From an optimization exercise on the open Yosys and OpenROAD flow, aimed at small area; shortcuts taken in it are not production practice. At most, simulation tests tie the RTL to the original design; equivalence was not proved. No activity file was given, so power comes from the tool's default toggle rates.

==> flow/design.v <==
module msop_core (
    input  wire        clk,
    input  wire        rst,
    output wire [7:0]  imem_addr,
    input  wire [63:0] imem_data,
    output wire        dmem_re,
    output wire        dmem_we,
    output wire [7:0]  dmem_addr,
    output wire [31:0] dmem_wdata,
    input  wire [31:0] dmem_rdata,
    output wire        halted,
    output wire        aborted,
    output wire [1:0]  abort_cause,
    input  wire [3:0]  dbg_sel,
    output wire [31:0] dbg_val
);
    localparam ST_CLR  = 4'd0;    
    localparam ST_FET  = 4'd1;    
    localparam ST_DEC  = 4'd2;    
    localparam ST_PC   = 4'd3;    
    localparam ST_PB   = 4'd4;    
    localparam ST_IT   = 4'd5;    
    localparam ST_XF   = 4'd12;   
    localparam ST_MV   = 4'd6;    
    localparam ST_PA   = 4'd7;    
    localparam ST_LDW  = 4'd8;    
    localparam ST_HALT = 4'd9;
    localparam ST_ABT1 = 4'd10;   
    localparam ST_ABT2 = 4'd11;   
    reg  [3:0]   state;
    reg  [7:0]   pc;
    reg  [3:0]   k;
    reg  [511:0] ring;
    reg  [31:0]  A, B, Y;
    reg          lap;
    reg          qn;
    reg  [4:0]   op;              
    reg          mk_a, mk_a1, mk_b, mk_c;    
    wire [31:0] R = ring[511:480];
    wire [3:0]  fa  = imem_data[57:54];
    wire [3:0]  fb  = imem_data[52:49];
    wire [3:0]  fc  = imem_data[47:44];
    wire [31:0] imm = imem_data[31:0];
    wire is_ar   = ~op[4] & ~op[3];               
    wire is_mul  = is_ar & (op[1:0] == 2'd0);
    wire is_div  = is_ar & (op[1:0] == 2'd3);
    wire is_md   = is_mul | is_div;
    wire is_sub  = is_ar & (op[1:0] == 2'd2);
    wire is_mem  = (op[4:2] == 3'b010);           
    wire is_ld   = is_mem & ~op[0];
    wire is_st   = is_mem & op[0];
    wire is_set  = (op == 5'd12);
    wire is_br   = (op >= 5'd13) && (op <= 5'd17);
    wire is_ret  = (op == 5'd18);
    wire is_wr   = is_ar | is_set;                
    wire regform = is_mem ? op[1] : (is_ar & op[2]);
    wire [3:0] kn  = k - 4'd1;
    wire [3:0] knn = k - 4'd2;
    reg        xa1, xa2, s_in;
    reg        selR, selY, selI, inv, cin;
    reg        bsrc, yload, wen, wrd;
    wire [31:0] XA  = (A & {32{xa1}}) | ({A[30:0], 1'b0} & {32{xa2}}) | {31'd0, s_in};
    wire [31:0] XBr = (R & {32{selR}}) | (Y & {32{selY}}) | (imm & {32{selI}});
    wire [31:0] XB  = XBr ^ {32{inv}};
    wire [16:0] cl;
    wire [16:0] ch;
    wire [15:0] u;
    wire [16:0] t;
    wire [31:0] S;
    assign cl[0] = cin;
    assign ch[0] = 1'b0;
    assign t[0]  = 1'b1;
    genvar gi;
    generate
        for (gi = 0; gi < 16; gi = gi + 1) begin : g_add
            assign S[gi]    = XA[gi] ^ XB[gi] ^ cl[gi];
            assign cl[gi+1] = (XA[gi] & XB[gi]) | (cl[gi] & (XA[gi] ^ XB[gi]));
            assign u[gi]    = XA[gi+16] ^ XB[gi+16] ^ ch[gi];
            assign ch[gi+1] = (XA[gi+16] & XB[gi+16]) | (ch[gi] & (XA[gi+16] ^ XB[gi+16]));
            assign t[gi+1]  = t[gi] & u[gi];
            assign S[gi+16] = u[gi] ^ (cl[16] & t[gi]);
        end
    endgenerate
    wire s_z  = ~|XBr;
    wire s_n  = XBr[31];
    wire a_ok = ~|A[31:10];
    reg taken;
    always @(*) begin
        case (op[2:0])
            3'd5: taken = s_z;              
            3'd6: taken = ~s_n;             
            3'd7: taken = s_n | s_z;        
            3'd0: taken = ~s_n & ~s_z;      
            default: taken = s_n;           
        endcase
    end
    wire [7:0] target = imm[31] ? 8'd0 : imm[9:2];
    reg [3:0] nstate;
    reg       pc_adv;
    reg       re, we;
    wire dsub = ~(A[31] ^ Y[31]);
    always @(*) begin
        xa1 = 1'b1; xa2 = 1'b0; s_in = 1'b0;
        selR = 1'b0; selY = 1'b0; selI = 1'b0; inv = 1'b0; cin = 1'b0;
        bsrc = 1'b0; yload = 1'b0; wen = 1'b0; wrd = 1'b0;
        nstate = state; pc_adv = 1'b0; re = 1'b0; we = 1'b0;
        case (state)
            ST_CLR: begin
                xa1 = 1'b0; wen = 1'b1;
                if (k == 4'd0) nstate = ST_FET;
            end
            ST_FET: nstate = ST_DEC;
            ST_DEC: nstate = ST_PC;
            ST_PC: begin
                if (is_ret) nstate = ST_HALT;
                else if (mk_c) begin
                    xa1 = 1'b0; selR = regform; selI = ~regform;
                    inv = is_sub; cin = is_sub;
                    yload = 1'b1;
                    nstate = (is_div & s_z) ? ST_ABT1 : ST_PB;
                end
            end
            ST_PB: begin
                if (mk_b) begin
                    selR = 1'b1;
                    if (is_md) begin
                        xa1 = 1'b0;
                        inv = is_div & R[31]; cin = is_div & R[31];
                        nstate = ST_XF;
                    end else begin
                        selR = ~(is_set | is_br);
                        nstate = ST_PA;
                    end
                end
            end
            ST_XF: begin
                xa1 = 1'b0; xa2 = 1'b1; bsrc = 1'b1;
                if (mk_b && lap) nstate = ST_IT;
            end
            ST_IT: begin
                xa1 = 1'b0; xa2 = 1'b1;
                if (is_div) begin
                    s_in = B[31];
                    selY = 1'b1; inv = dsub; cin = dsub;
                end else begin
                    selY = B[31];
                end
                if (mk_b && lap) nstate = is_div ? ST_MV : ST_PA;
            end
            ST_MV: begin
                xa1 = 1'b0; xa2 = 1'b1; s_in = B[31] ^ qn;
                if (mk_b && lap) nstate = ST_PA;
            end
            ST_PA: begin
                if (is_mem & ~a_ok) nstate = ST_ABT2;
                else if (is_ld) begin
                    if (mk_a1) begin re = 1'b1; nstate = ST_LDW; end
                end else if (mk_a) begin
                    pc_adv = 1'b1; nstate = ST_FET;
                    if (is_st) begin we = 1'b1; selR = 1'b1; end
                    if (is_br) begin xa1 = 1'b0; selR = 1'b1; end
                    if (is_wr) begin cin = is_div & qn; wen = 1'b1; end
                end
            end
            ST_LDW: begin
                wen = 1'b1; wrd = 1'b1; pc_adv = 1'b1; nstate = ST_FET;
            end
            default: ;
        endcase
    end
    always @(posedge clk) begin
        ring <= {ring[479:0], wen ? (wrd ? dmem_rdata : S) : R};
        A <= S;
        B <= {B[30:0], bsrc ? A[31] : ~S[31]};
        if (yload) Y <= S;
        if (state == ST_PC) qn <= S[31];
        else if (state == ST_PB && mk_b) qn <= qn ^ R[31];
        if (state != ST_XF && state != ST_IT && state != ST_MV) lap <= 1'b0;
        else if (mk_b) lap <= ~lap;
        op    <= imem_data[63:59];
        mk_a  <= (kn == fa);
        mk_a1 <= (knn == fa);
        mk_b  <= (kn == fb);
        mk_c  <= (kn == fc);
        if (rst) begin
            state <= ST_CLR;
            pc    <= 8'd0;
            k     <= 4'd15;
        end else begin
            state <= nstate;
            k     <= kn;
            if (pc_adv) pc <= (is_br & taken) ? target : pc + 8'd1;
        end
    end
    assign imem_addr   = pc;
    assign dmem_re     = re;
    assign dmem_we     = we;
    assign dmem_addr   = XA[9:2];
    assign dmem_wdata  = XBr;
    assign halted      = (state == ST_HALT);
    assign aborted     = (state == ST_ABT1) || (state == ST_ABT2);
    assign abort_cause = {state == ST_ABT2, state == ST_ABT1};
    wire [3:0] pos = dbg_sel + ~k;
    reg  [31:0] dv;
    integer i;
    always @(*) begin
        dv = 32'd0;
        for (i = 0; i < 16; i = i + 1)
            dv = dv | (ring[i*32 +: 32] & {32{pos == i[3:0]}});
    end
    assign dbg_val = dv;
endmodule
==> flow/config.mk <==
export PLATFORM = sky130hd
export DESIGN_NAME = msop_core
export DESIGN_NICKNAME = msop_core
export VERILOG_FILES = /design/flow/design.v
export SDC_FILE = /design/flow/constraint.sdc
export NUM_CORES = 4
export LEC_CHECK = 0
export CAP_MARGIN = 20
export CORE_MARGIN = 2
export CORE_UTILIZATION = 60
export PLACE_DENSITY = 0.75
export SLEW_MARGIN = 20
==> flow/constraint.sdc <==
create_clock -name core_clock -period 13.0 [get_ports {clk}]
set_input_delay 2.6000 -clock core_clock [delete_from_list [all_inputs] [get_ports {clk}]]
set_output_delay 2.6000 -clock core_clock [all_outputs]
set_load 0.01 [all_outputs]
standard.sh (not shown) runs the stock make flow with config.mk's settings and CLKGATE_MAP_FILE= SYNTH_SCRIPT=/design/flow/synth_recipe.tcl, a recipe that flattens the netlist after the stock synthesis.
==> flow/flow/run.sh <==
#!/bin/bash
# Own layout flow: the standard flow (standard.sh: ORFS with the standard flow's
# synthesis script, floorplan, power grid, placement and routing) with three
# changes, none of which touches the registers or the constraints:
#  - ABC maps the logic with an area-oriented script (flow/abc_map.script)
#    in place of ORFS's delay-oriented one; ORFS's scripts are copied here
#    and only abc_speed.script is replaced;
#  - each port gets the smallest buffer, buf_1, instead of the default one;
#  - the clock tree uses larger sink clusters and no dummy loads.
# The make output goes to flow.log here; ORFS keeps each step's log under orfs/logs.
set -euo pipefail
rm -rf scripts
cp -r "$FLOW_HOME/scripts" scripts
cp flow/abc_map.script scripts/abc_speed.script
export SCRIPTS_DIR="$PWD/scripts"
export BUFFER_PORTS_ARGS="-buffer_cell sky130_fd_sc_hd__buf_1"
export CTS_ARGS="-sink_clustering_enable -repair_clock_nets -dont_use_dummy_load -sink_clustering_size 28 -sink_clustering_max_diameter 100"
bash standard.sh finish > flow.log 2>&1
==> flow/flow/abc_map.script <==
strash
dc2
dch -f
amap
topo
The starting point finished clean.
Edit:
--- a/flow/config.mk
+++ b/flow/config.mk
@@ -8,5 +8,6 @@
 export CAP_MARGIN = 20
 export CORE_MARGIN = 2
-export CORE_UTILIZATION = 60
-export PLACE_DENSITY = 0.75
+export CORE_UTILIZATION = 40
+export GPL_TIMING_DRIVEN = 0
+export PLACE_DENSITY = 0.6
 export SLEW_MARGIN = 20
- The changed run went through all stages and came out clean
- cell count climbs by 9.8%
- total power climbs by 1.6%
- die area climbs by 49%
- flip-flop and latch count stays the same
- setup slack gets better by 0.0096 ns
- cell area climbs by 4.7%
- clock power climbs by about 1%
- maximum frequency barely changes
- sequential power stays flat
- synthesized area does not change
Edit:
--- a/flow/config.mk
+++ b/flow/config.mk
@@ -9,5 +9,4 @@
 export CORE_MARGIN = 2
 export CORE_UTILIZATION = 40
-export GPL_TIMING_DRIVEN = 0
 export PLACE_DENSITY = 0.6
 export SLEW_MARGIN = 20
- The changed run completed with no timing, DRC or antenna violations
- register-to-register slack gets better by 0.41 ns
- flip-flop and latch count does not change
- clock-buffer cell count does not change
- final area is lower by 3.3%
- sequential share of layout area is higher by 2.0 points
- routed wire length went down by 1.1%
- first-iteration DRC count drops by 4.8%
- power drops by 1.2%

msop_core, a different RTL version from the one above (not shown whole).
Size in the first run: ~190 I/O pins, roughly 21000 µm² of cells after synthesis.
export LEC_CHECK = 0
export CAP_MARGIN = 20
export CORE_MARGIN = 2
export CORE_UTILIZATION = 40
export PLACE_DENSITY = 0.6
export SLEW_MARGIN = 20
create_clock -name core_clock -period 13.0 [get_ports {clk}]
==> flow/flow/run.sh <==
#!/bin/bash
# Own layout flow: the standard flow (standard.sh: the standard synthesis,
# floorplan, power grid, placement and routing) with two changes:
#  - each port gets the smallest buffer, buf_1, instead of the default one;
#  - the clock tree uses larger sink clusters and no dummy loads.
# The make output goes to flow.log here; ORFS keeps each step's log under orfs/logs.
set -euo pipefail
export BUFFER_PORTS_ARGS="-buffer_cell sky130_fd_sc_hd__buf_1"
export CTS_ARGS="-sink_clustering_enable -repair_clock_nets -dont_use_dummy_load -sink_clustering_size 28 -sink_clustering_max_diameter 100"
bash standard.sh finish > flow.log 2>&1
The starting point went through all stages and came out clean.
Then changed:
==> flow/run.sh (new file) <==
#!/bin/bash
# synth_recipe.tcl (not shown) runs the flow's synth.tcl, then flattens the netlist and writes it again
# the make line also repeats each setting of config.mk as NAME=value (left out here)
make -C /OpenROAD-flow-scripts/flow DESIGN_CONFIG=/design/flow/config.mk WORK_HOME=/design/flow/orfs CLKGATE_MAP_FILE= SYNTH_SCRIPT=/design/flow/synth_recipe.tcl finish
removed: flow/flow/run.sh
removed: flow/standard.sh
Outcome:
- The new run completed without violations
- final area increases by 12%
- clock skew decreases by 23 ps
- total power increases by about 25%
- first-iteration DRC count increases by about 1.1%
- global-route usage increases by 0.84 points
Then changed:
==> flow/flow/run.sh (new file) <==
#!/bin/bash
# Own layout flow: the standard flow (standard.sh: the standard synthesis,
# floorplan, power grid, placement and routing) with two changes:
#  - each port gets the smallest buffer, buf_1, instead of the default one;
#  - the clock tree uses larger sink clusters and no dummy loads.
# The make output goes to flow.log here; ORFS keeps each step's log under orfs/logs.
set -euo pipefail
export BUFFER_PORTS_ARGS="-buffer_cell sky130_fd_sc_hd__buf_1"
export CTS_ARGS="-sink_clustering_enable -repair_clock_nets -dont_use_dummy_load -sink_clustering_size 25 -sink_clustering_max_diameter 100"
bash standard.sh finish > flow.log 2>&1
==> flow/standard.sh (new file) <==
#!/bin/bash
# synth_recipe.tcl (not shown) runs the flow's synth.tcl, then flattens the netlist and writes it again
# the make line also repeats each setting of config.mk as NAME=value (left out here)
make -C /OpenROAD-flow-scripts/flow DESIGN_CONFIG=/design/flow/config.mk WORK_HOME=/design/flow/orfs CLKGATE_MAP_FILE= SYNTH_SCRIPT=/design/flow/synth_recipe.tcl "${@:-finish}"
removed: flow/run.sh
=> Maximum frequency barely changes; sequential power stays flat; synthesized area stays the same.

msop_core, a different RTL version from the one above (not shown whole).
For scale: ~1,600 cells after synthesis, ~190 I/O pins, ~19,000 um^2 of cells after synthesis.
export LEC_CHECK = 0
export CAP_MARGIN = 5
export CORE_MARGIN = 2
export CORE_UTILIZATION = 40
export PLACE_DENSITY = 0.6
export SLEW_MARGIN = 5
create_clock -name core_clock -period 13.0 [get_ports {clk}]
==> flow/flow/run.sh <==
#!/bin/bash
# Own layout flow: the standard flow (standard.sh: ORFS with the standard flow's
# synthesis script, floorplan, power grid, placement and routing) with three
# changes, none of which touches the registers or the constraints:
#  - ABC maps the logic with an area-oriented script (flow/abc_map.script)
#    in place of ORFS's delay-oriented one; ORFS's scripts are copied here
#    and only abc_speed.script is replaced;
#  - each port gets the smallest buffer, buf_1, instead of the default one;
#  - the clock tree uses larger sink clusters and no dummy loads.
# The make output goes to flow.log here; ORFS keeps each step's log under orfs/logs.
set -euo pipefail
rm -rf scripts
cp -r "$FLOW_HOME/scripts" scripts
cp flow/abc_map.script scripts/abc_speed.script
export SCRIPTS_DIR="$PWD/scripts"
export BUFFER_PORTS_ARGS="-buffer_cell sky130_fd_sc_hd__buf_1"
export CTS_ARGS="-sink_clustering_enable -repair_clock_nets -dont_use_dummy_load -sink_clustering_size 28 -sink_clustering_max_diameter 100"
bash standard.sh finish > flow.log 2>&1
==> flow/flow/abc_map.script <==
strash
dc2
dch -f
amap -F 4 -A 10
topo
Rerun with:
- CAP_MARGIN: 5 -> 20
- SLEW_MARGIN: 5 -> 20
Outcome: The changed run went through all stages and came out clean. Sequential power stays flat. Clock skew does not change. Routed wire length is unchanged. Worst setup slack is unchanged. Worst hold slack does not change. Final area stays the same. Total power does not change. Die area stays the same. Maximum frequency stays the same. Utilization does not change. Final cell count does not change.
No functional check of the RTL was part of any run of this note.

Another version of the RTL of msop_core (not shown whole).
For scale: about 1600 cells after synthesis, roughly 630 flip-flops, ~190 I/O pins, roughly 19000 µm² of cells after synthesis.
export LEC_CHECK = 0
export CAP_MARGIN = 20
export CORE_MARGIN = 2
export CORE_UTILIZATION = 40
export PLACE_DENSITY = 0.6
export SLEW_MARGIN = 20
create_clock -name core_clock -period 13.0 [get_ports {clk}]
==> flow/flow/run.sh <==
#!/bin/bash
# Own layout flow: the standard flow (standard.sh: ORFS with the standard flow's
# synthesis script, floorplan, power grid, placement and routing) with three
# changes, none of which touches the registers or the constraints:
#  - ABC maps the logic with an area-oriented script (flow/abc_map.script)
#    in place of ORFS's delay-oriented one; ORFS's scripts are copied here
#    and only abc_speed.script is replaced;
#  - each port gets the smallest buffer, buf_1, instead of the default one;
#  - the clock tree uses larger sink clusters and no dummy loads.
# The make output goes to flow.log here; ORFS keeps each step's log under orfs/logs.
set -euo pipefail
rm -rf scripts
cp -r "$FLOW_HOME/scripts" scripts
cp flow/abc_map.script scripts/abc_speed.script
export SCRIPTS_DIR="$PWD/scripts"
export BUFFER_PORTS_ARGS="-buffer_cell sky130_fd_sc_hd__buf_1"
export CTS_ARGS="-sink_clustering_enable -repair_clock_nets -dont_use_dummy_load -sink_clustering_size 30 -sink_clustering_max_diameter 60"
bash standard.sh finish > flow.log 2>&1
Scripts as last shown in full above: flow/flow/abc_map.script
Rerun with:
--- a/flow/flow/run.sh
+++ b/flow/flow/run.sh
@@ -16,3 +16,3 @@
 export BUFFER_PORTS_ARGS="-buffer_cell sky130_fd_sc_hd__buf_1"
-export CTS_ARGS="-sink_clustering_enable -repair_clock_nets -dont_use_dummy_load -sink_clustering_size 30 -sink_clustering_max_diameter 60"
+export CTS_ARGS="-sink_clustering_enable -repair_clock_nets -dont_use_dummy_load -sink_clustering_size 28 -sink_clustering_max_diameter 100"
 bash standard.sh finish > flow.log 2>&1
==> flow/flow/abc_map.script (replaced) <==
strash
dc2
dch -f
amap -F 4 -A 10
strash
dch -f
amap -F 4 -A 10
topo
Settings changed: PLACE_DENSITY 0.6 to 0.7.
Result: The changed run finished with timing, DRC and antenna clean. Non-clock buffer count is lower by 9. Sequential power stays flat. Die area is lower slightly. Wire length is lower by a few percent. Area after synthesis is lower slightly. Cell area is lower slightly. Setup slack is better by 720 ps. Total power is lower by a few percent. Via count stays flat.
Rerun with:
==> flow/flow/abc_map.script (replaced) <==
strash
dc2
dch -f
amap -F 4 -A 10
topo
Settings changed: PLACE_DENSITY 0.7 to 0.6.
Outcome:
- flip-flop and latch count is unchanged
- synthesized area went up by 0.32%
- total power stays flat
- maximum frequency went down by 6.0%
- worst setup slack loses 700 ps
- hold slack gains 23 ps
- clock skew is about the same
- sequential share of layout area went down by 0.19 points
- routed wire length went up by about 4%
- design area went up by about 0.3%
- count of clock-buffer cells in the layout went down by 1
Rerun with:
Settings changed: PLACE_DENSITY 0.6 to 0.7.
=>
- area after synthesis does not change
- design area is about the same
- power goes down by about 0.5%

afterwards: timing with drivers on the ports:
No port has a modelled driver above. Below, the same layouts with a new extraction and two added sets of constraints. Step 1: set_driving_cell puts a clkbuf_16 on clk and a buf_2 on each other input, an assumption about the parent block. Step 2 adds t to the input delays and takes it off the output delays; t is the mean of the earliest and latest rising clock arrival at the registers after step 1. Input paths then give back, and output paths get back, about the clock's delay inside the block. Three values: no drivers, after step 1, after step 2; two values: the first two.
run | t, ns | setup WS [ns] | hold WS [ns] | worst setup path at the end | worst data-port slew with drivers (ns)
the first run of note 1 | 0.619 | 0.434 / 0.461 / -0.157 | 0.320 / 0.320 / 0.320 | input to register | 0.08
the second run of note 1 | 0.635 | 0.444 / 0.444 / 0.081 | 0.332 / 0.332 / 0.332 | input to register | 0.05
the third run of note 1 | 0.633 | 0.856 / 0.856 / 0.261 | 0.327 / 0.327 / 0.327 | input to register | 0.11
the first run of note 2 | 0.619 | 0.306 / 0.340 / -0.280 | 0.336 / 0.336 / 0.336 | input to register | 0.09
the second run of note 2 | 0.673 | 0.323 / 0.357 / -0.315 | 0.343 / 0.343 / 0.343 | input to register | 0.07
the third run of note 2 | 0.624 | 0.315 / 0.353 / -0.271 | 0.346 / 0.346 / 0.346 | input to register | 0.10
the first run of note 3 | 0.641 | 0.581 / 0.616 / -0.025 | 0.290 / 0.290 / 0.290 | input to register | 0.09
the second run of note 3 | 0.641 | 0.581 / 0.616 / -0.025 | 0.290 / 0.290 / 0.290 | input to register | 0.09
the first run of note 4 | 0.605 | 1.328 / 1.328 / 0.952 | 0.279 / 0.279 / 0.279 | input to register | 0.08
the second run of note 4 | 0.629 | 2.052 / 2.052 / 2.052 | 0.279 / 0.279 / 0.279 | register to register | 0.11
the third run of note 4 | 0.622 | 1.352 / 1.352 / 0.960 | 0.302 / 0.302 / 0.302 | input to register | 0.08
the fourth run of note 4 | 0.623 | 1.456 / 1.456 / 1.162 | 0.313 / 0.313 / 0.313 | input to register | 0.07
With both steps, setup timing fails in 6 of these runs, where it was met with ideal ports. For the second run of note 2, which loses most, drivers alone change the setup slack by +0.034 ns; drivers and shift together by -0.638 ns.
